This design comes from an exercise in tuning for small area, a short achievable clock period and few clock cycles per item on the open sky130 flow, not from production work.
Function was not checked in any run shown here: the RTL went through the layout flow alone.
Power and IR drop assume default switching activity.

<file path="flow/design.v">
module dwibus_codec (
    input  wire         clk,
    input  wire         rst,         
    input  wire         start,       
    input  wire         op,          
    input  wire [7:0]   self_addr,   
    input  wire [479:0] frame_in,
    output wire         ready,
    output reg          done,        
    output wire [7:0]   status,
    output wire [7:0]   crc,
    output wire [479:0] frame_out
);
    wire [479:0] fi = frame_in;
    reg         busy;
    reg [439:0] img;       
    reg [7:0]   c01_q;     
    reg [7:0]   c01s_q;    
    reg         chk_q;     
    reg [3:0]   pre_q;     
    reg [7:0]   crc_q;
    reg         bad_q;     
    assign ready = ~busy;
    wire p0 = fi[7] ^ fi[12];
    wire p1 = fi[14] ^ fi[15];
    wire p2 = p0 ^ fi[9];
    wire p3 = fi[5] ^ fi[10];
    wire p4 = fi[6] ^ fi[11];
    wire p5 = p3 ^ fi[13];
    wire p6 = fi[0] ^ fi[1];
    wire p7 = fi[2] ^ fi[11];
    wire p8 = fi[3] ^ fi[8];
    wire p9 = p4 ^ p1;
    wire p10 = fi[12] ^ p8;
    wire p11 = fi[4] ^ p2;
    wire p12 = fi[14] ^ fi[9];
    wire p13 = fi[4] ^ fi[13];
    wire p14 = fi[15] ^ fi[2];
    wire p15 = fi[10] ^ fi[1];
    wire p16 = fi[3] ^ fi[10];
    wire p17 = p4 ^ p12;
    wire p18 = fi[13] ^ p14;
    wire p19 = fi[8] ^ p0;
    wire p20 = p7 ^ p15;
    wire p21 = p16 ^ p1;
    wire p22 = p5 ^ p10;
    wire p23 = p13 ^ p17;
    wire p24 = p18 ^ p6;
    wire p25 = p6 ^ p19;
    wire p26 = fi[0] ^ p9;
    wire p27 = p21 ^ p2;
    wire p28 = p1 ^ p5;
    wire p29 = p10 ^ p23;
    wire p30 = p2 ^ p24;
    wire p31 = p9 ^ p25;
    wire p32 = p5 ^ p26;
    wire p33 = p20 ^ p11;
    wire p34 = p7 ^ p22;
    wire p35 = p28 ^ p11;
    wire p36 = fi[456] ^ p30;
    wire p37 = fi[457] ^ p27;
    wire p38 = fi[458] ^ p33;
    wire p39 = fi[459] ^ p34;
    wire p40 = fi[460] ^ p29;
    wire p41 = fi[461] ^ p35;
    wire p42 = fi[462] ^ p32;
    wire p43 = fi[463] ^ p31;
    wire [15:0] p01 = {p43, p42, p41, p40, p39, p38, p37, p36, p31, p32, p35, p29, p34, p33, p27, p30};
    wire [15:0] c01_in = op ? p01 : {8'heb ^ fi[57*8 +: 8], 8'heb};
    wire q0 = img[13] ^ img[142];
    wire q1 = img[271] ^ img[384];
    wire q2 = img[76] ^ img[205];
    wire q3 = img[82] ^ img[211];
    wire q4 = img[83] ^ img[212];
    wire q5 = img[84] ^ img[213];
    wire q6 = img[98] ^ img[227];
    wire q7 = img[125] ^ img[254];
    wire q8 = q0 ^ q1;
    wire q9 = img[334] ^ q2;
    wire q10 = img[340] ^ q3;
    wire q11 = img[341] ^ q4;
    wire q12 = img[342] ^ q5;
    wire q13 = img[356] ^ q6;
    wire q14 = img[383] ^ q7;
    wire q15 = q8 ^ q9;
    wire q16 = q10 ^ q11;
    wire q17 = q12 ^ q13;
    wire q18 = img[0] ^ img[129];
    wire q19 = img[258] ^ img[387];
    wire q20 = img[1] ^ img[130];
    wire q21 = img[259] ^ img[388];
    wire q22 = img[8] ^ img[137];
    wire q23 = img[266] ^ img[395];
    wire q24 = img[9] ^ img[138];
    wire q25 = img[267] ^ img[396];
    wire q26 = img[10] ^ img[139];
    wire q27 = img[268] ^ img[397];
    wire q28 = img[11] ^ img[140];
    wire q29 = img[269] ^ img[398];
    wire q30 = img[12] ^ img[141];
    wire q31 = img[270] ^ img[399];
    wire q32 = img[14] ^ img[143];
    wire q33 = img[256] ^ img[385];
    wire q34 = img[15] ^ img[128];
    wire q35 = img[257] ^ img[386];
    wire q36 = img[20] ^ img[149];
    wire q37 = img[278] ^ img[407];
    wire q38 = img[25] ^ img[154];
    wire q39 = img[283] ^ img[412];
    wire q40 = img[26] ^ img[155];
    wire q41 = img[284] ^ img[413];
    wire q42 = img[27] ^ img[156];
    wire q43 = img[285] ^ img[414];
    wire q44 = img[31] ^ img[144];
    wire q45 = img[273] ^ img[402];
    wire q46 = img[41] ^ img[170];
    wire q47 = img[299] ^ img[428];
    wire q48 = img[42] ^ img[171];
    wire q49 = img[300] ^ img[429];
    wire q50 = img[43] ^ img[172];
    wire q51 = img[301] ^ img[430];
    wire q52 = img[44] ^ img[173];
    wire q53 = img[302] ^ img[431];
    wire q54 = img[45] ^ img[174];
    wire q55 = img[303] ^ img[416];
    wire q56 = img[46] ^ img[175];
    wire q57 = img[288] ^ img[417];
    wire q58 = img[47] ^ img[160];
    wire q59 = img[289] ^ img[418];
    wire q60 = img[51] ^ img[180];
    wire q61 = img[309] ^ img[438];
    wire q62 = img[64] ^ img[193];
    wire q63 = img[65] ^ img[194];
    wire q64 = img[72] ^ img[201];
    wire q65 = img[73] ^ img[202];
    wire q66 = img[74] ^ img[203];
    wire q67 = img[75] ^ img[204];
    wire q68 = img[77] ^ img[206];
    wire q69 = img[78] ^ img[207];
    wire q70 = img[79] ^ img[192];
    wire q71 = img[80] ^ img[209];
    wire q72 = img[81] ^ img[210];
    wire q73 = img[85] ^ img[214];
    wire q74 = img[86] ^ img[215];
    wire q75 = img[87] ^ img[200];
    wire q76 = img[88] ^ img[217];
    wire q77 = img[89] ^ img[218];
    wire q78 = img[90] ^ img[219];
    wire q79 = img[95] ^ img[208];
    wire q80 = img[96] ^ img[225];
    wire q81 = img[97] ^ img[226];
    wire q82 = img[99] ^ img[228];
    wire q83 = img[100] ^ img[229];
    wire q84 = img[101] ^ img[230];
    wire q85 = img[102] ^ img[231];
    wire q86 = img[103] ^ img[216];
    wire q87 = img[104] ^ img[233];
    wire q88 = img[110] ^ img[239];
    wire q89 = img[111] ^ img[224];
    wire q90 = img[112] ^ img[241];
    wire q91 = img[122] ^ img[251];
    wire q92 = img[123] ^ img[252];
    wire q93 = img[124] ^ img[253];
    wire q94 = img[126] ^ img[255];
    wire q95 = img[127] ^ img[240];
    wire q96 = q18 ^ q19;
    wire q97 = q20 ^ q21;
    wire q98 = q22 ^ q23;
    wire q99 = q24 ^ q25;
    wire q100 = q26 ^ q27;
    wire q101 = q28 ^ q29;
    wire q102 = q30 ^ q31;
    wire q103 = q32 ^ q33;
    wire q104 = q34 ^ q35;
    wire q105 = q36 ^ q37;
    wire q106 = q38 ^ q39;
    wire q107 = q40 ^ q41;
    wire q108 = q42 ^ q43;
    wire q109 = q44 ^ q45;
    wire q110 = q46 ^ q47;
    wire q111 = q48 ^ q49;
    wire q112 = q50 ^ q51;
    wire q113 = q52 ^ q53;
    wire q114 = q54 ^ q55;
    wire q115 = q56 ^ q57;
    wire q116 = q58 ^ q59;
    wire q117 = q60 ^ q61;
    wire q118 = img[322] ^ q62;
    wire q119 = img[323] ^ q63;
    wire q120 = img[330] ^ q64;
    wire q121 = img[331] ^ q65;
    wire q122 = img[332] ^ q66;
    wire q123 = img[333] ^ q67;
    wire q124 = img[335] ^ q68;
    wire q125 = img[320] ^ q69;
    wire q126 = img[321] ^ q70;
    wire q127 = img[338] ^ q71;
    wire q128 = img[339] ^ q72;
    wire q129 = img[343] ^ q73;
    wire q130 = img[328] ^ q74;
    wire q131 = img[329] ^ q75;
    wire q132 = img[346] ^ q76;
    wire q133 = img[347] ^ q77;
    wire q134 = img[348] ^ q78;
    wire q135 = img[337] ^ q79;
    wire q136 = img[354] ^ q80;
    wire q137 = img[355] ^ q81;
    wire q138 = img[357] ^ q82;
    wire q139 = img[358] ^ q83;
    wire q140 = img[359] ^ q84;
    wire q141 = img[344] ^ q85;
    wire q142 = img[345] ^ q86;
    wire q143 = img[362] ^ q87;
    wire q144 = img[352] ^ q88;
    wire q145 = img[353] ^ q89;
    wire q146 = img[370] ^ q90;
    wire q147 = img[380] ^ q91;
    wire q148 = img[381] ^ q92;
    wire q149 = img[382] ^ q93;
    wire q150 = img[368] ^ q94;
    wire q151 = img[369] ^ q95;
    wire q152 = q99 ^ q14;
    wire q153 = q97 ^ q17;
    wire q154 = q98 ^ q15;
    wire q155 = q101 ^ q16;
    wire q156 = q96 ^ q102;
    wire q157 = q100 ^ q103;
    wire q158 = q104 ^ q106;
    wire q159 = q105 ^ q108;
    wire q160 = q107 ^ q109;
    wire q161 = q110 ^ q112;
    wire q162 = q111 ^ q113;
    wire q163 = q114 ^ q116;
    wire q164 = q115 ^ q117;
    wire q165 = q118 ^ q122;
    wire q166 = q119 ^ q125;
    wire q167 = q120 ^ q121;
    wire q168 = q123 ^ q128;
    wire q169 = q124 ^ q129;
    wire q170 = q126 ^ q130;
    wire q171 = q127 ^ q136;
    wire q172 = q131 ^ q134;
    wire q173 = q132 ^ q146;
    wire q174 = q133 ^ q143;
    wire q175 = q135 ^ q140;
    wire q176 = q137 ^ q138;
    wire q177 = q139 ^ q141;
    wire q178 = q142 ^ q145;
    wire q179 = q144 ^ q147;
    wire q180 = q152 ^ q149;
    wire q181 = q150 ^ q157;
    wire q182 = q156 ^ q176;
    wire q183 = q158 ^ q170;
    wire q184 = q162 ^ q174;
    wire q185 = q153 ^ q151;
    wire q186 = q154 ^ q148;
    wire q187 = img[2] ^ img[131];
    wire q188 = img[260] ^ img[389];
    wire q189 = img[3] ^ img[132];
    wire q190 = img[261] ^ img[390];
    wire q191 = img[4] ^ img[133];
    wire q192 = img[262] ^ img[391];
    wire q193 = img[5] ^ img[134];
    wire q194 = img[263] ^ img[376];
    wire q195 = img[6] ^ img[135];
    wire q196 = img[248] ^ img[377];
    wire q197 = img[7] ^ img[120];
    wire q198 = img[249] ^ img[378];
    wire q199 = img[16] ^ img[145];
    wire q200 = img[274] ^ img[403];
    wire q201 = img[17] ^ img[146];
    wire q202 = img[275] ^ img[404];
    wire q203 = img[18] ^ img[147];
    wire q204 = img[276] ^ img[405];
    wire q205 = img[19] ^ img[148];
    wire q206 = img[277] ^ img[406];
    wire q207 = img[21] ^ img[150];
    wire q208 = img[279] ^ img[392];
    wire q209 = img[22] ^ img[151];
    wire q210 = img[264] ^ img[393];
    wire q211 = img[23] ^ img[136];
    wire q212 = img[265] ^ img[394];
    wire q213 = img[24] ^ img[153];
    wire q214 = img[282] ^ img[411];
    wire q215 = img[28] ^ img[157];
    wire q216 = img[286] ^ img[415];
    wire q217 = img[29] ^ img[158];
    wire q218 = img[287] ^ img[400];
    wire q219 = img[30] ^ img[159];
    wire q220 = img[272] ^ img[401];
    wire q221 = img[32] ^ img[161];
    wire q222 = img[290] ^ img[419];
    wire q223 = img[33] ^ img[162];
    wire q224 = img[291] ^ img[420];
    wire q225 = img[34] ^ img[163];
    wire q226 = img[292] ^ img[421];
    wire q227 = img[35] ^ img[164];
    wire q228 = img[293] ^ img[422];
    wire q229 = img[36] ^ img[165];
    wire q230 = img[294] ^ img[423];
    wire q231 = img[37] ^ img[166];
    wire q232 = img[295] ^ img[408];
    wire q233 = img[38] ^ img[167];
    wire q234 = img[280] ^ img[409];
    wire q235 = img[39] ^ img[152];
    wire q236 = img[281] ^ img[410];
    wire q237 = img[40] ^ img[169];
    wire q238 = img[298] ^ img[427];
    wire q239 = img[48] ^ img[177];
    wire q240 = img[306] ^ img[435];
    wire q241 = img[49] ^ img[178];
    wire q242 = img[307] ^ img[436];
    wire q243 = img[50] ^ img[179];
    wire q244 = img[308] ^ img[437];
    wire q245 = img[52] ^ img[181];
    wire q246 = img[310] ^ img[439];
    wire q247 = img[53] ^ img[182];
    wire q248 = img[311] ^ img[424];
    wire q249 = img[54] ^ img[183];
    wire q250 = img[296] ^ img[425];
    wire q251 = img[55] ^ img[168];
    wire q252 = img[297] ^ img[426];
    wire q253 = img[61] ^ img[190];
    wire q254 = img[319] ^ img[432];
    wire q255 = img[62] ^ img[191];
    wire q256 = img[304] ^ img[433];
    wire q257 = img[63] ^ img[176];
    wire q258 = img[305] ^ img[434];
    wire q259 = img[66] ^ img[195];
    wire q260 = img[67] ^ img[196];
    wire q261 = img[68] ^ img[197];
    wire q262 = img[91] ^ img[220];
    wire q263 = img[92] ^ img[221];
    wire q264 = img[93] ^ img[222];
    wire q265 = img[94] ^ img[223];
    wire q266 = img[105] ^ img[234];
    wire q267 = img[106] ^ img[235];
    wire q268 = img[107] ^ img[236];
    wire q269 = img[108] ^ img[237];
    wire q270 = img[109] ^ img[238];
    wire q271 = img[113] ^ img[242];
    wire q272 = img[114] ^ img[243];
    wire q273 = img[115] ^ img[244];
    wire q274 = img[116] ^ img[245];
    wire q275 = img[117] ^ img[246];
    wire q276 = img[118] ^ img[247];
    wire q277 = img[119] ^ img[232];
    wire q278 = img[121] ^ img[250];
    wire q279 = q187 ^ q188;
    wire q280 = q189 ^ q190;
    wire q281 = q191 ^ q192;
    wire q282 = q193 ^ q194;
    wire q283 = q195 ^ q196;
    wire q284 = q197 ^ q198;
    wire q285 = q199 ^ q200;
    wire q286 = q201 ^ q202;
    wire q287 = q203 ^ q204;
    wire q288 = q205 ^ q206;
    wire q289 = q207 ^ q208;
    wire q290 = q209 ^ q210;
    wire q291 = q211 ^ q212;
    wire q292 = q213 ^ q214;
    wire q293 = q215 ^ q216;
    wire q294 = q217 ^ q218;
    wire q295 = q219 ^ q220;
    wire q296 = q221 ^ q222;
    wire q297 = q223 ^ q224;
    wire q298 = q225 ^ q226;
    wire q299 = q227 ^ q228;
    wire q300 = q229 ^ q230;
    wire q301 = q231 ^ q232;
    wire q302 = q233 ^ q234;
    wire q303 = q235 ^ q236;
    wire q304 = q237 ^ q238;
    wire q305 = q239 ^ q240;
    wire q306 = q241 ^ q242;
    wire q307 = q243 ^ q244;
    wire q308 = q245 ^ q246;
    wire q309 = q247 ^ q248;
    wire q310 = q249 ^ q250;
    wire q311 = q251 ^ q252;
    wire q312 = q253 ^ q254;
    wire q313 = q255 ^ q256;
    wire q314 = q257 ^ q258;
    wire q315 = img[324] ^ q259;
    wire q316 = img[325] ^ q260;
    wire q317 = img[326] ^ q261;
    wire q318 = img[349] ^ q262;
    wire q319 = img[350] ^ q263;
    wire q320 = img[351] ^ q264;
    wire q321 = img[336] ^ q265;
    wire q322 = img[363] ^ q266;
    wire q323 = img[364] ^ q267;
    wire q324 = img[365] ^ q268;
    wire q325 = img[366] ^ q269;
    wire q326 = img[367] ^ q270;
    wire q327 = img[371] ^ q271;
    wire q328 = img[372] ^ q272;
    wire q329 = img[373] ^ q273;
    wire q330 = img[374] ^ q274;
    wire q331 = img[375] ^ q275;
    wire q332 = img[360] ^ q276;
    wire q333 = img[361] ^ q277;
    wire q334 = img[379] ^ q278;
    wire q335 = q279 ^ q166;
    wire q336 = q280 ^ q177;
    wire q337 = q281 ^ q160;
    wire q338 = q282 ^ q159;
    wire q339 = q284 ^ q171;
    wire q340 = q285 ^ q167;
    wire q341 = q286 ^ q178;
    wire q342 = q288 ^ q172;
    wire q343 = q289 ^ q163;
    wire q344 = q290 ^ q161;
    wire q345 = q291 ^ q168;
    wire q346 = q294 ^ q173;
    wire q347 = q295 ^ q164;
    wire q348 = q296 ^ q169;
    wire q349 = q301 ^ q179;
    wire q350 = q302 ^ q175;
    wire q351 = q303 ^ q165;
    wire q352 = q336 ^ q183;
    wire q353 = q283 ^ q155;
    wire q354 = q340 ^ q181;
    wire q355 = q342 ^ q182;
    wire q356 = q345 ^ q184;
    wire q357 = q314 ^ q180;
    wire q358 = q339 ^ q186;
    wire q359 = q344 ^ q185;
    wire q360 = q287 ^ q306;
    wire q361 = q292 ^ q293;
    wire q362 = q297 ^ q299;
    wire q363 = q298 ^ q300;
    wire q364 = q304 ^ q305;
    wire q365 = q307 ^ q315;
    wire q366 = q308 ^ q317;
    wire q367 = q309 ^ q311;
    wire q368 = q310 ^ q313;
    wire q369 = q312 ^ q319;
    wire q370 = q316 ^ q320;
    wire q371 = q318 ^ q321;
    wire q372 = q322 ^ q327;
    wire q373 = q323 ^ q330;
    wire q374 = q324 ^ q14;
    wire q375 = q326 ^ q328;
    wire q376 = q333 ^ q334;
    wire q377 = q325 ^ q370;
    wire q378 = q329 ^ q369;
    wire q379 = q331 ^ q361;
    wire q380 = q332 ^ q360;
    wire q381 = q371 ^ q376;
    wire q382 = q335 ^ q343;
    wire q383 = q337 ^ q362;
    wire q384 = q338 ^ q341;
    wire q385 = q346 ^ q365;
    wire q386 = q347 ^ q375;
    wire q387 = q348 ^ q351;
    wire q388 = q349 ^ q367;
    wire q389 = q350 ^ q364;
    wire q390 = q352 ^ q378;
    wire q391 = q353 ^ q356;
    wire q392 = q354 ^ q357;
    wire q393 = q374 ^ q382;
    wire q394 = q155 ^ q387;
    wire q395 = q380 ^ q385;
    wire q396 = q373 ^ q384;
    wire q397 = q358 ^ q355;
    wire q398 = q359 ^ q394;
    wire q399 = img[56] ^ img[185];
    wire q400 = img[57] ^ img[186];
    wire q401 = img[58] ^ img[187];
    wire q402 = img[59] ^ img[188];
    wire q403 = img[60] ^ img[189];
    wire q404 = img[69] ^ img[198];
    wire q405 = img[70] ^ img[199];
    wire q406 = img[71] ^ img[184];
    wire q407 = img[314] ^ q399;
    wire q408 = img[315] ^ q400;
    wire q409 = img[316] ^ q401;
    wire q410 = img[317] ^ q402;
    wire q411 = img[318] ^ q403;
    wire q412 = img[327] ^ q404;
    wire q413 = img[312] ^ q405;
    wire q414 = img[313] ^ q406;
    wire q415 = q12 ^ q108;
    wire q416 = q112 ^ q111;
    wire q417 = q128 ^ q124;
    wire q418 = q126 ^ q141;
    wire q419 = q144 ^ q300;
    wire q420 = q308 ^ q320;
    wire q421 = q322 ^ q330;
    wire q422 = q326 ^ q334;
    wire q423 = q329 ^ q332;
    wire q424 = q8 ^ q104;
    wire q425 = q113 ^ q115;
    wire q426 = q132 ^ q137;
    wire q427 = q306 ^ q305;
    wire q428 = q9 ^ q122;
    wire q429 = q121 ^ q129;
    wire q430 = q136 ^ q147;
    wire q431 = q151 ^ q148;
    wire q432 = q297 ^ q310;
    wire q433 = q319 ^ q409;
    wire q434 = q107 ^ q114;
    wire q435 = q123 ^ q133;
    wire q436 = q149 ^ q150;
    wire q437 = q298 ^ q311;
    wire q438 = q333 ^ q410;
    wire q439 = q11 ^ q103;
    wire q440 = q116 ^ q118;
    wire q441 = q120 ^ q130;
    wire q442 = q146 ^ q140;
    wire q443 = q139 ^ q142;
    wire q444 = q292 ^ q304;
    wire q445 = q307 ^ q316;
    wire q446 = q327 ^ q323;
    wire q447 = q10 ^ q109;
    wire q448 = q117 ^ q143;
    wire q449 = q138 ^ q293;
    wire q450 = q315 ^ q309;
    wire q451 = q318 ^ q328;
    wire q452 = q96 ^ q100;
    wire q453 = q106 ^ q119;
    wire q454 = q127 ^ q134;
    wire q455 = q135 ^ q317;
    wire q456 = q312 ^ q324;
    wire q457 = q13 ^ q102;
    wire q458 = q105 ^ q110;
    wire q459 = q125 ^ q131;
    wire q460 = q145 ^ q287;
    wire q461 = q299 ^ q313;
    wire q462 = q321 ^ q325;
    wire q463 = q331 ^ q414;
    wire q464 = q407 ^ q16;
    wire q465 = q178 ^ q415;
    wire q466 = q416 ^ q417;
    wire q467 = q418 ^ q419;
    wire q468 = q420 ^ q421;
    wire q469 = q422 ^ q423;
    wire q470 = q408 ^ q166;
    wire q471 = q177 ^ q171;
    wire q472 = q168 ^ q424;
    wire q473 = q425 ^ q426;
    wire q474 = q17 ^ q428;
    wire q475 = q429 ^ q430;
    wire q476 = q431 ^ q432;
    wire q477 = q434 ^ q435;
    wire q478 = q436 ^ q437;
    wire q479 = q438 ^ q372;
    wire q480 = q411 ^ q15;
    wire q481 = q159 ^ q169;
    wire q482 = q439 ^ q440;
    wire q483 = q441 ^ q442;
    wire q484 = q443 ^ q444;
    wire q485 = q445 ^ q446;
    wire q486 = q412 ^ q172;
    wire q487 = q161 ^ q173;
    wire q488 = q179 ^ q175;
    wire q489 = q447 ^ q448;
    wire q490 = q449 ^ q450;
    wire q491 = q451 ^ q372;
    wire q492 = q413 ^ q152;
    wire q493 = q163 ^ q164;
    wire q494 = q165 ^ q452;
    wire q495 = q453 ^ q454;
    wire q496 = q455 ^ q456;
    wire q497 = q160 ^ q167;
    wire q498 = q457 ^ q458;
    wire q499 = q459 ^ q460;
    wire q500 = q461 ^ q462;
    wire q501 = q363 ^ q366;
    wire q502 = q363 ^ q368;
    wire q503 = q368 ^ q343;
    wire q504 = q337 ^ q351;
    wire q505 = q464 ^ q465;
    wire q506 = q466 ^ q467;
    wire q507 = q468 ^ q469;
    wire q508 = q427 ^ q470;
    wire q509 = q471 ^ q472;
    wire q510 = q473 ^ q379;
    wire q511 = q433 ^ q183;
    wire q512 = q181 ^ q182;
    wire q513 = q341 ^ q474;
    wire q514 = q475 ^ q476;
    wire q515 = q347 ^ q477;
    wire q516 = q478 ^ q479;
    wire q517 = q366 ^ q180;
    wire q518 = q335 ^ q480;
    wire q519 = q481 ^ q482;
    wire q520 = q483 ^ q484;
    wire q521 = q485 ^ q381;
    wire q522 = q153 ^ q154;
    wire q523 = q338 ^ q348;
    wire q524 = q486 ^ q487;
    wire q525 = q488 ^ q489;
    wire q526 = q490 ^ q491;
    wire q527 = q184 ^ q346;
    wire q528 = q349 ^ q492;
    wire q529 = q493 ^ q494;
    wire q530 = q495 ^ q496;
    wire q531 = q502 ^ q377;
    wire q532 = q463 ^ q350;
    wire q533 = q497 ^ q498;
    wire q534 = q499 ^ q500;
    wire q535 = q503 ^ q504;
    wire q536 = q505 ^ q506;
    wire q537 = q507 ^ q389;
    wire q538 = q381 ^ q508;
    wire q539 = q509 ^ q510;
    wire q540 = q379 ^ q511;
    wire q541 = q512 ^ q513;
    wire q542 = q514 ^ q389;
    wire q543 = q377 ^ q352;
    wire q544 = q515 ^ q516;
    wire q545 = q185 ^ q356;
    wire q546 = q355 ^ q517;
    wire q547 = q518 ^ q519;
    wire q548 = q520 ^ q521;
    wire q549 = q501 ^ q354;
    wire q550 = q522 ^ q523;
    wire q551 = q524 ^ q525;
    wire q552 = q186 ^ q353;
    wire q553 = q527 ^ q528;
    wire q554 = q529 ^ q530;
    wire q555 = q531 ^ q383;
    wire q556 = q383 ^ q386;
    wire q557 = q357 ^ q532;
    wire q558 = q533 ^ q534;
    wire q559 = q386 ^ q388;
    wire q560 = q535 ^ q536;
    wire q561 = q537 ^ q392;
    wire q562 = q388 ^ q538;
    wire q563 = q539 ^ q392;
    wire q564 = q540 ^ q541;
    wire q565 = q542 ^ q393;
    wire q566 = q543 ^ q544;
    wire q567 = q545 ^ q546;
    wire q568 = q547 ^ q548;
    wire q569 = q526 ^ q549;
    wire q570 = q550 ^ q551;
    wire q571 = q393 ^ q390;
    wire q572 = q359 ^ q552;
    wire q573 = q553 ^ q554;
    wire q574 = q555 ^ q396;
    wire q575 = q358 ^ q557;
    wire q576 = q558 ^ q559;
    wire q577 = q390 ^ q391;
    wire q578 = q391 ^ q395;
    wire q579 = q560 ^ q561;
    wire q580 = q396 ^ q562;
    wire q581 = q563 ^ q398;
    wire q582 = q564 ^ q565;
    wire q583 = q395 ^ q566;
    wire q584 = q398 ^ q397;
    wire q585 = q556 ^ q567;
    wire q586 = q569 ^ q570;
    wire q587 = q572 ^ q573;
    wire q588 = q575 ^ q576;
    wire q589 = q397 ^ q579;
    wire q590 = q580 ^ q581;
    wire q591 = q578 ^ q582;
    wire q592 = q583 ^ q584;
    wire q593 = q568 ^ q585;
    wire q594 = q571 ^ q586;
    wire q595 = q574 ^ q587;
    wire q596 = q577 ^ q588;
    wire q597 = c01_q[0] ^ q594;
    wire q598 = c01_q[1] ^ q595;
    wire q599 = c01_q[2] ^ q596;
    wire q600 = c01_q[3] ^ q589;
    wire q601 = c01_q[4] ^ q590;
    wire q602 = c01_q[5] ^ q591;
    wire q603 = c01_q[6] ^ q592;
    wire q604 = c01_q[7] ^ q593;
    wire q605 = c01s_q[0] ^ q594;
    wire q606 = c01s_q[1] ^ q595;
    wire q607 = c01s_q[2] ^ q596;
    wire q608 = c01s_q[3] ^ q589;
    wire q609 = c01s_q[4] ^ q590;
    wire q610 = c01s_q[5] ^ q591;
    wire q611 = c01s_q[6] ^ q592;
    wire q612 = c01s_q[7] ^ q593;
    wire [15:0] crc_syn = {q612, q611, q610, q609, q608, q607, q606, q605, q604, q603, q602, q601, q600, q599, q598, q597};
    wire marker_bad = (fi[0*8 +: 8] != 8'hAA) || (fi[1*8 +: 8] != 8'h55) ||
                      (fi[58*8 +: 8] != 8'h0D) || (fi[59*8 +: 8] != 8'h0A);
    wire len_bad    = (fi[6*8 +: 8] > 8'd50);
    wire addr_bad   = (fi[2*8 +: 8] != self_addr);
    wire cnt_zero   = (fi[5*8 +: 8] == 8'd0);
    reg [3:0] pre_in;
    always @(*) begin
        if (!op)             pre_in = len_bad ? 4'hC : 4'h0;
        else if (marker_bad) pre_in = 4'hB;
        else if (len_bad)    pre_in = 4'hC;
        else if (addr_bad)   pre_in = 4'hA;
        else if (cnt_zero)   pre_in = 4'hD;
        else                 pre_in = 4'h0;
    end
    wire chk_in = op & ~marker_bad & ~len_bad;
    always @(posedge clk) begin
        if (rst) begin
            busy <= 1'b0;
            done <= 1'b0;
        end else begin
            busy <= ~busy & start;
            done <= busy;
        end
        if (!busy) begin
            img    <= fi[2*8 +: 440];
            c01_q  <= c01_in[7:0];
            c01s_q <= c01_in[15:8];
            chk_q  <= chk_in;
            pre_q  <= pre_in;
        end
        crc_q <= crc_syn[7:0];
        bad_q <= |crc_syn[15:8];
    end
    wire [3:0] st = (chk_q & bad_q) ? 4'h9 : pre_q;
    assign status    = {3'b000, st[3], 1'b0, st[2:0]};
    assign crc       = crc_q;
    assign frame_out = {8'h0A, 8'h0D, crc_q, img, 8'h55, 8'hAA};
endmodule
</file>
<file path="flow/run.sh">
#!/bin/bash
# synth_recipe.tcl (not shown) runs the flow's synth.tcl, then flattens the netlist and writes it again
# the make line also repeats each setting of config.mk as NAME=value (left out here)
make -C /OpenROAD-flow-scripts/flow DESIGN_CONFIG=/design/flow/config.mk WORK_HOME=/design/flow/orfs CLKGATE_MAP_FILE= SYNTH_SCRIPT=/design/flow/synth_recipe.tcl finish
</file>
<file path="flow/constraint.sdc">
create_clock -name core_clock -period 5.0 [get_ports {clk}]
set_input_delay 1.0000 -clock core_clock [delete_from_list [all_inputs] [get_ports {clk}]]
set_output_delay 1.0000 -clock core_clock [all_outputs]
set_load 0.01 [all_outputs]
</file>
<file path="flow/config.mk">
export PLATFORM = sky130hd
export DESIGN_NAME = dwibus_codec
export DESIGN_NICKNAME = dwibus_codec
export VERILOG_FILES = /design/flow/design.v
export SDC_FILE = /design/flow/constraint.sdc
export NUM_CORES = 4
export LEC_CHECK = 0
export CAP_MARGIN = 20
export CORE_AREA = 10 10 390 390
export DIE_AREA = 0 0 400 400
export SLEW_MARGIN = 20
</file>
==> impl_results.md, run 1 <==
- Relative slew slack: 0.299
- Row count: 139
- Chip height: 400 um
- TritonCTS Buffers: 60
- DIE AREA: 160000 um^2
- Port Buf Inserts: 953
- R2r setup slk: between 0.6 and 0.7 ns
- Fmax achieved: 0.228 GHz
- CTS resizes: 0
- GPL Wtd Cong: between 0.8 and 0.9
- Fin nets: 2635
- Core Box Area: 143000 um^2
- Clock root buffer: clkbuf_16
- WHS Path Cells: 1
- Tcrit/Tclk final: 0.877
- Final critical-path required period: 4.39 ns
- I/O Pins: 990
- Worst VDD drop: 1.03 mV
- Hold Violations, Final: 0
- Clock transition at path regs: approximately 0.06 ns
- LEAKAGE: 12.7 nW
- Crit path kind: reg2reg
- Synth Area per Inst: 19.0 um^2
- Register area share after synthesis: 0.667
- ANT nets after route: 0
- R2r startpoint: img[239]
- Crit path launch type: flop
- Worst Skew: ~0.025 ns
- Pre-antenna DRT Iters: 5
- Vias per cell: 3.37
- # DRC: 0
- First-pass GRT wire length: about 150000 um
- Final number of setup-violating endpoints: 0
- Max Cap Viol: 0
- Worst setup EP type: flop
- Worst hold endpoint: busy
- Starting density of the core: 0.147
- Outcome: finished clean
- Hold buffers post-CTS: 0
- Setup TNS: 0 ns
- Finished Cell Area: ~35000 um^2
- RSZ-0062 raised after global routing: false
- DP Wirelength: 109000 um
- Routed wire length: 127000 um
- 1st-iter DRT viols: 960
- Pin count of the biggest net entering global routing: 157
- Clock latency (worst-skew pair): 0.67 ns
- Post-CTS setup buffers: 0
- Critical Path RT: between 5 and 6 ns
- Tot GR Track Use: 0.149
- Most frequent cells in the layout: 953 x clkdlybuf4s50_1, 461 x edfxtp_1, 337 x xnor2_1
- R2R depth: 9
- Slew Limit Fails: 0
- CTS tree: done
- Area Overhead vs Synth: 66.1%
- Power per cell area: 607 nW/um^2
- FF-to-FF End: bad_q
- Hold path start: busy
- Total chip power: around 0.021 W
- Chip Width: 400 um
- Clock sink total: around 470
- Critical Path Start: img[239]
- Fillers: 14900
- Synth Instances: 1111
- H-Tree Depth: 2
- Slew @ Worst Pin: 1.05 ns
- Worst Hold Class: reg2reg
- Synth cell types: 30
- Post-Place Cell Area: between 30000 and 40000 um^2
- Vias in the first global route: about 15000
- #FFs+latches synth: 472
- Maximum buffer depth of the clock tree: 3
- Crit Path Max Fanout: 2
- Antenna violations before repair: 49
- Grt ovf: 0
- Mean routed wirelength per cell: 30.8 um
- Synthesized cell area: 21100 um^2
- Via Count: 13800
- Share of cells above drive strength 1: 0.0598
- Worst Path Arrival: 4.90 ns
- Most common cell after layout, fill and taps aside: clkdlybuf4s50_1
- Synth warnings: 1
[sequential cells by signal, summed over array words and instances (netlist names)]
| name | cells |
|---|---|
| img | 440 |
| crc_q | 8 |
| c01_q | 8 |
| bad_q | 1 |
| chk_q | 1 |
| c01s_q | 8 |
| done | 1 |
| pre_q | 4 |
| busy | 1 |
[through the flow]
stage | utilization | setup slack [ns] | hold WS, ns | cells
floorplan | - | -2.70 | 0.416 | 1145
global route | 0.244 | 0.497 | 0.452 | 4094
finish | 0.244 | 0.614 | 0.447 | 4105
global placement | 0.230 | 0.441 | 0.427 | 3982
detailed placement | 0.230 | 0.529 | 0.439 | 3982
CTS | 0.244 | 0.490 | 0.448 | 4093
[synthesized netlist by cell type, drive strengths merged]
cell type  number  area share
xor3            6      0.0068
nand4           6      0.0018
xnor3         111        0.12
buf            44       0.016
nor2            3     0.00053
nand2          12      0.0021
a22oi           1     0.00036
nor4b           1     0.00042
ha              2      0.0012
nor4bb          1     0.00047
dfxtp          11       0.010
nand4b          2     0.00083
and2            4      0.0012
o21ai           2     0.00047
edfxtp        461        0.66
xnor2         341        0.14
nor4            5      0.0015
xor2           82       0.034
a311oi          1     0.00042
nand2b          4      0.0012
o41ai           1     0.00042
inv             3     0.00053
nor2b           1     0.00030
or4             1     0.00036
conb            2     0.00036
nor3b           1     0.00036
clkbuf          1     0.00018
a211o           1     0.00042
[worst max-delay path, stage by stage (launching register included)]
cell and delay, ns:
edfxtp_1 0.41, xnor3_1 0.67, xnor2_1 0.22, xnor2_1 0.45, xnor3_1 0.55, xnor3_1 0.55
xnor3_1 0.52, xnor2_2 0.20, nand4_1 0.11, or4_1 0.56
[how the worst max path moves through the flow]
stage and to:
2_1_floorplan c01_q[0], 3_3_place_gp bad_q, 3_5_place_dp bad_q, 4_1_cts bad_q, 5_1_grt bad_q, 6_report bad_q
[layer usage]
| metal | global-route usage | part of all wire | wire length, um |
|---|---|---|---|
| met3 | 0.0560 | 0.097 | 12300 |
| met4 | 0.0356 | 0.021 | 2700 |
| met2 | 0.244 | 0.47 | 59800 |
| met5 | 0 | 0.0019 | 238 |
| met1 | 0.185 | 0.41 | 51500 |
[power by group]
group          internal (W)  leakage (nW)  switching, W
Clock               0.00253         0.951       0.00190
Sequential          0.00484          4.82      0.000361
Combinational       0.00596          6.98       0.00568
Total                0.0133          12.7       0.00794
[cell families after synthesis]
| group | after synthesis | synth area share |
|---|---|---|
| AO/OA/AOI/OAI | 6 | 0.00208 |
| other | 2 | 0.000356 |
| flip-flops | 472 | 0.667 |
| AND/OR/NAND/NOR | 41 | 0.0110 |
| XOR/XNOR | 540 | 0.302 |
| adder cells (fa/ha/maj) | 2 | 0.00119 |
| buffers and inverters | 48 | 0.0164 |
[final cells by class]
cell class	instances	area (um^2)	area share
clock inverters	41	387	0.0110
inverters	3	15.0	0.000428
repair buffers	979	9760	0.279
diodes	12	30.0	0.000857
flip-flops and latches	472	14100	0.401
well taps	1903	2380	0.0679
clock buffers	70	1580	0.0451
multi-input cells	625	6820	0.195
==> run 2, diff against run 1 <==
--- a/flow/design.v
+++ b/flow/design.v
@@ -19,7 +19,7 @@
     reg         chk_q;     
     reg [3:0]   pre_q;     
     reg [7:0]   crc_q;
-    reg         bad_q;     
+    reg [7:0]   syn_q;     
     assign ready = ~busy;
     wire p0 = fi[7] ^ fi[12];
     wire p1 = fi[14] ^ fi[15];
@@ -712,9 +712,9 @@
             pre_q  <= pre_in;
         end
         crc_q <= crc_syn[7:0];
-        bad_q <= |crc_syn[15:8];
+        syn_q <= crc_syn[15:8];
     end
-    wire [3:0] st = (chk_q & bad_q) ? 4'h9 : pre_q;
+    wire [3:0] st = (chk_q & (|syn_q)) ? 4'h9 : pre_q;
     assign status    = {3'b000, st[3], 1'b0, st[2:0]};
     assign crc       = crc_q;
     assign frame_out = {8'h0A, 8'h0D, crc_q, img, 8'h55, 8'hAA};
--- a/flow/config.mk
+++ b/flow/config.mk
@@ -6,6 +6,8 @@
 export NUM_CORES = 4
 export LEC_CHECK = 0
 export CAP_MARGIN = 20
-export CORE_AREA = 10 10 390 390
-export DIE_AREA = 0 0 400 400
+export CORE_AREA = 10 10 290 290
+export DIE_AREA = 0 0 300 300
+export PLACE_DENSITY = 0.6
+export SETUP_SLACK_MARGIN = 2.5
 export SLEW_MARGIN = 20
==> impl_results.md, run 2 <==
- Row count: 102
- Chip height: 300 um
- Most frequent cells in the layout: 487 x clkdlybuf4s50_1, 461 x edfxtp_1, 444 x dlygate4sd2_1
- EDFF count, synth: about 460
- RSZ-0062 raised after global routing: true
- CP peak stage delay: 0.55 ns
- Synthesized cell area: 21300 um^2
- Fillers: 7028
- CTS tree: done
- Area Overhead vs Synth: 64.2%
- Synth Instances: 1121
- Max Cap Viol: 0
- Vias in the first global route: 15000
- Top-count cell post-synth: edfxtp_1
- Maximum buffer depth of the clock tree: 3
- Fmax achieved: 0.330 GHz
- Core Box Area: slightly below 80000 um^2
- Clock sink total: ~480
- Multi-input gate area: 8120 um^2
- Slew @ Worst Pin: 1.20 ns
- Starting density of the core: 0.275
- DP Wirelength: roughly 82000 um
- Register area share after synthesis: 0.666
- DIE AREA: 90000 um^2
- Power per cell area: slightly above 600 nW/um^2
- Crit-path cells: or4_4 > o21ai_4 > buf_6 > and2_4 > buf_6
- Antenna violations before repair: 15
- Max reg flops: 440
- Critical Path RT: 4.00 ns
- H-Tree Depth: 2
- Fin nets: 2682
- Worst Hold Class: reg2reg
- Relative slew slack: 0.203
- Hold buffers post-CTS: 0
- Commonest cells in the netlist: 461 x edfxtp_1, 349 x xnor2_1, 119 x xnor3_1
- Final Instance Count excl. Fillers: roughly 3300
- Setup TNS: 0 ns
- Grt ovf: 0
- Crit Path Max Fanout: 4
- Routed wire length: 97800 um
- Worst path buffer plus inverter count: 2
- TritonCTS Buffers: 55
- Worst Skew: a little over 0.03 ns
- Chip Width: 300 um
- Largest Register: img
- Synth area leaders: edfxtp_1 65%, xnor2_1 14%, xnor3_1 13%
- Crit path launch type: flop
- Crit path kind: reg2out
- Mean routed wirelength per cell: around 30 um
- I/O Pins: 990
- Top FF cell, synth: edfxtp_1
- GPL Wtd Cong: 0.885
- Outcome: finished clean
- Most common cell after layout, fill and taps aside: clkdlybuf4s50_1
- Crit-path slowest cell: or4_4
- 1st-iter DRT viols: 943
- Placed insts: 3109
- ANT nets after route: 0
- LEAKAGE: 14.3 nW
- #FFs+latches synth: 479
- Vias per cell: 4.24
- Pre-antenna DRT Iters: 4
- Tot GR Track Use: 0.207
- Hold Violations, Final: 0
- Worst setup EP type: output port
- Synth warnings: 1
- Pin count of the biggest net entering global routing: roughly 160
- Clock latency (worst-skew pair): 0.62 ns
- Share of cells above drive strength 1: 0.159
- Worst VDD drop: between 0.9 and 1 mV
- Register Area: about 14000 um^2
- First-pass GRT wire length: 129000 um
- Synth cell types: 32
- Area leader, netlist: edfxtp_1
- Final critical-path required period: 3.03 ns
- Port Buf Inserts: between 900 and 1000
- Via Count: between 10000 and 15000
- Clock root buffer: clkbuf_16
- Critical path's top delay family: simple AND/OR/NAND/NOR gates
- Slew Limit Fails: 0
- Final number of setup-violating endpoints: 0
- Clock transition at path regs: 0.06 ns
- Worst Path Arrival: ~2.0 ns
- Tcrit/Tclk final: 0.607
- Synth top area share: 0.649
- # DRC: 0
- CP most frequent cell: buf_6
- Synth Area per Inst: between 15 and 20 um^2
- Async SR Flop Fraction: 0
-- run 2: cell types whose count changed after synthesis, moves of 2 or more --
cell and change:
xnor3_1 +11, xnor2_1 +12, xor2_1 -16, nand4b_1 -2, dfxtp_1 +7, nor3_1 +4, nand3_1 +2, nand2_1 -2
xor3_1 -2, xnor2_2 -3, nor4_1 -2
-- run 2: area by class of cell --
type,count,area share
timing repair inverter,1,0.000143
timing repair buffer,1020,0.273
antenna,5,0.000357
inverter,4,0.000536
tap,1040,0.0371
multi-input combinational,627,0.232
clock buffer,61,0.0411
clock inverter,37,0.0109
sequential,479,0.406
-- run 2: timing repair --
item | in CTS | in global routing
gates cloned | 1 | 0
pin swaps | 71 | 26
gates resized for setup | 665 | 41
setup buffers | 47 | 14
setup endpoints to repair | 482 | 33
-- run 2: routing by layer --
| metal | share of wire | global-route usage | up-vias | wire length (um) |
|---|---|---|---|---|
| li1 | - | - | 6116 | - |
| met3 | 0.076 | 0.0568 | 106 | 7400 |
| met1 | 0.37 | 0.237 | 7002 | 36500 |
| met4 | 0.020 | 0.0468 | 8 | 1970 |
| met2 | 0.53 | 0.378 | 654 | 51800 |
| met5 | 0.00051 | 0 | - | 50 |
-- run 2: path summary, 6_finish.rpt --
check	slack, ns	cells after the start	start	end
setup / recovery	1.97	5	syn_q[3]	status[2]
hold / removal	0.48	1	busy	busy
setup reg to reg	2.20	8	img[104]	crc_q[2]
hold reg to reg	0.48	1	busy	busy
-- run 2: where the power goes --
group	internal (W)	switching (W)
Clock	0.00247	0.00171
Combinational	0.00672	0.00509
Sequential	0.00505	0.000308
-- run 2: cell families after synthesis --
| kind of cell | after synthesis | synth area share |
|---|---|---|
| other | 2 | 0.000352 |
| adder cells (fa/ha/maj) | 2 | 0.00117 |
| flip-flops | 479 | 0.666 |
| AO/OA/AOI/OAI | 7 | 0.00246 |
| AND/OR/NAND/NOR | 41 | 0.0106 |
| buffers and inverters | 49 | 0.0164 |
| XOR/XNOR | 541 | 0.303 |
-- run 2: per-stage QoR --
step / hold WS [ns] / worst slack (ns) / utilization / cell area (um^2) / total power, W
2_1_floorplan: 0.416 / -2.70 / - / 21600 / 0.0127
3_3_place_gp: 0.429 / 1.45 / 0.414 / 32100 / 0.0159
3_5_place_dp: 0.444 / 1.59 / 0.414 / 32100 / 0.0159
4_1_cts: 0.486 / 1.89 / 0.447 / 34700 / 0.0210
5_1_grt: 0.499 / 1.90 / 0.451 / 35000 / 0.0224
6_report: 0.477 / 1.97 / 0.452 / 35000 / 0.0213
==> run 3, diff against run 2 <==
--- a/flow/config.mk
+++ b/flow/config.mk
@@ -9,5 +9,4 @@
 export CORE_AREA = 10 10 290 290
 export DIE_AREA = 0 0 300 300
 export PLACE_DENSITY = 0.6
-export SETUP_SLACK_MARGIN = 2.5
 export SLEW_MARGIN = 20
==> impl_results.md, run 3 <==
- Power per cell area: approximately 580 nW/um^2
- Synth top area share: 0.649
- Final number of setup-violating endpoints: 0
- DIE AREA: 90000 um^2
- Crit-path cells: or4_1 > o21ai_0 > and2_1 > clkdlybuf4s50_1
- Commonest cells in the netlist: 461 x edfxtp_1, 349 x xnor2_1, 119 x xnor3_1
- Critical path's top delay family: simple AND/OR/NAND/NOR gates
- Mean routed wirelength per cell: 29.7 um
- CTS tree: done
- I/O Pins: 990
- Post-CTS setup buffers: 0
- Final Instance Count excl. Fillers: 3209
- Slew @ Worst Pin: 1.15 ns
- #FFs+latches synth: around 480
- R2R depth: 7
- Fin nets: 2619
- Antenna violations before repair: 8
- Core Box Area: 77600 um^2
- TritonCTS Buffers: 53
- Synth cell types: 32
- GPL Wtd Cong: 0.941
- Synth area leaders: edfxtp_1 65%, xnor2_1 14%, xnor3_1 13%
- Crit path kind: reg2out
- EDFF count, synth: between 400 and 500
- R2r startpoint: img[65]
- Pin count of the biggest net entering global routing: 161
- Dpl ws: 1.03 ns
- Fillers: 6986
- Crit Path Max Fanout: 4
- Global-route layer with the greatest usage: met2
- Worst hold endpoint: busy
- Clock root buffer: clkbuf_16
- Via Count: 13400
- Synth Area per Inst: 19.0 um^2
- Max Cap Viol: 0
- Finished Cell Area: ~34000 um^2
- Placed insts: 3110
- Crit-path slowest cell: o21ai_0
- Maximum buffer depth of the clock tree: 3
- Clock latency (worst-skew pair): roughly 0.60 ns
- Routed wire length: 95200 um
- WHS Path Cells: 1
- Max reg flops: 440
- Largest Register: img
- Starting density of the core: 0.275
- CP peak stage delay: roughly 0.67 ns
- Grt ovf: 0
- Row count: roughly 100
- DP Wirelength: between 80000 and 90000 um
- H-Tree Depth: 2
- Worst VDD drop: 0.846 mV
- LEAKAGE: 12.7 nW
- GR Util met3: 0.0655
- Slew Limit Fails: 0
- Worst setup EP type: output port
- Worst Hold Class: reg2reg
- Worst Path Arrival: 2.89 ns
- Post-Place Cell Area: 32100 um^2
- Port Buf Inserts: between 900 and 1000
- Total chip power: about 0.020 W
- Tcrit/Tclk final: 0.778
- CTS resizes: 0
- Vias in the first global route: 14500
- Top FF cell, synth: edfxtp_1
- Hold path start: busy
- Async SR Flop Fraction: 0
- M1 GR Usage: 0.224
- RSZ-0062 raised after global routing: false
- Final WS setup: between 1 and 1.5 ns
- # DRC: 0
- Clock transition at path regs: 0.06 ns
- Register area share after synthesis: 0.666
- Most frequent cells in the layout: 953 x clkdlybuf4s50_1, 461 x edfxtp_1, 349 x xnor2_1
- Synth Instances: about 1100
- 1st-iter DRT viols: between 800 and 900
- Area Overhead vs Synth: 58.4%
- Fmax achieved: about 0.26 GHz
- Area leader, netlist: edfxtp_1
- Chip height: 300 um
- Tot GR Track Use: 0.201
- Most common cell after layout, fill and taps aside: clkdlybuf4s50_1
- Met2 GRT Util: 0.363
- Hold Violations, Final: 0
- Chip Width: about 300 um
- Relative slew slack: 0.234
- Share of cells above drive strength 1: 0.0416
- Worst path buffer plus inverter count: 1
- Critical Path RT: 4.00 ns
- Critical Path Start: syn_q[7]
- Final critical-path required period: 3.89 ns
- FF-to-FF End: crc_q[7]
- Vias per cell: 4.17
- ANT nets after route: 0
- Synthesized cell area: 21300 um^2
- Worst Skew: 0.0260 ns
- Pre-antenna DRT Iters: 5
- Crit path launch type: flop
- Hold buffers post-CTS: 0
- R2r setup slk: 1.26 ns
- Clock sink total: around 480
- Outcome: finished clean
- Synth warnings: 1
- Top-count cell post-synth: edfxtp_1
- First-pass GRT wire length: 125000 um
## run 3: cell count changes in the layout (fill, tap and decap cells not counted), moves of 55 or more
cell             before  now
xnor3_1              64  119
xnor2_1             243  349
xnor2_2              91    1
xnor3_2              57    2
dlygate4sd2_1       444    0
clkdlybuf4s50_1     487  953
## run 3: cell type report
cell class,instances,area [um^2],area share
timing repair buffer,960,9620,0.284
sequential,479,14200,0.420
tap,1040,1300,0.0385
clock buffer,66,1400,0.0413
multi-input combinational,627,6920,0.205
antenna,4,10.0,0.000296
inverter,4,18.8,0.000555
clock inverter,29,335,0.00992
## run 3: metrics by stage
step,util,hold slack (ns),setup TNS (ns)
after floorplan,-,0.416,-1249.84
after global placement,0.413,0.429,0
after detailed placement,0.413,0.443,0
after CTS,0.436,0.451,0
after global routing,0.436,0.475,0
final,0.436,0.443,0
## run 3: how the worst max path moves through the flow
| stage | endpoint | slack [ns] | cells past startpoint |
|---|---|---|---|
| 6_report | status[2] | 1.11 | 4 |
| 5_1_grt | status[2] | 0.94 | 4 |
| 4_1_cts | crc_q[7] | 0.99 | 7 |
| 3_5_place_dp | crc_q[7] | 1.03 | 7 |
| 3_3_place_gp | syn_q[7] | 1.00 | 7 |
| 2_1_floorplan | c01_q[0] | -2.70 | 1 |
## run 3: worst register-to-register path: stages (launching register included)
cell	delay, ns
edfxtp_1	0.49
xnor3_1	0.45
xnor2_1	0.65
xnor3_1	0.59
xnor2_1	0.37
xnor3_1	0.42
xnor3_1	0.45
xnor2_1	0.24
## run 3: routing by layer
layer / up-vias / routed length, um
met2: 665 / 49500
met1: 6637 / 34900
met5: - / 11
met3: 101 / 8350
met4: 2 / 2360
li1: 5981 / -
## run 3: power by group
part	internal (W)	leakage [nW]	switching [W]
registers	0.00504	4.88	0.000286
clock network	0.00234	0.843	0.00164
logic	0.00589	6.96	0.00449
## run 3: cell families after synthesis
kind of cell | share of synthesized area
flip-flops | 0.666
AND/OR/NAND/NOR | 0.0106
adder cells (fa/ha/maj) | 0.00117
XOR/XNOR | 0.303
AO/OA/AOI/OAI | 0.00246
other | 0.000352
buffers and inverters | 0.0164

## re-timing with driven ports
How much do the figures lean on ideal ports? The routed layouts below were timed once more, with nothing changed but the port constraints. Step 1 (the two cells are an assumption about what drives the block):
set clk [get_ports {clk}]
set_driving_cell -lib_cell sky130_fd_sc_hd__clkbuf_16 $clk
set_driving_cell -lib_cell sky130_fd_sc_hd__buf_2 [delete_from_list [all_inputs] $clk]
Step 2 moves the port delays by t, midway between the first and last clock arrival at a register: inputs arrive t later, outputs are due t later. That takes back most of the time a late clock gives input paths. a / b / c = ideal ports / drivers / drivers and shift; a / b = the first two.
run	t (ns)	setup slack, ns	clock arrival spread, ns	worst register clock-pin slew, ns	worst data-port slew with drivers (ns)
run 1	0.751	0.614 / 0.614 / 0.614	0.028 / 0.028	0.07 / 0.07	0.23
run 2	0.666	1.965 / 1.900 / 1.933	0.036 / 0.036	0.07 / 0.07	0.16
run 3	0.649	1.109 / 1.045 / 1.260	0.026 / 0.026	0.07 / 0.07	0.16
After both steps setup and hold are still met in every run listed. For run 2, which loses most, drivers alone change the setup slack by -0.065 ns; drivers and shift together by -0.032 ns.
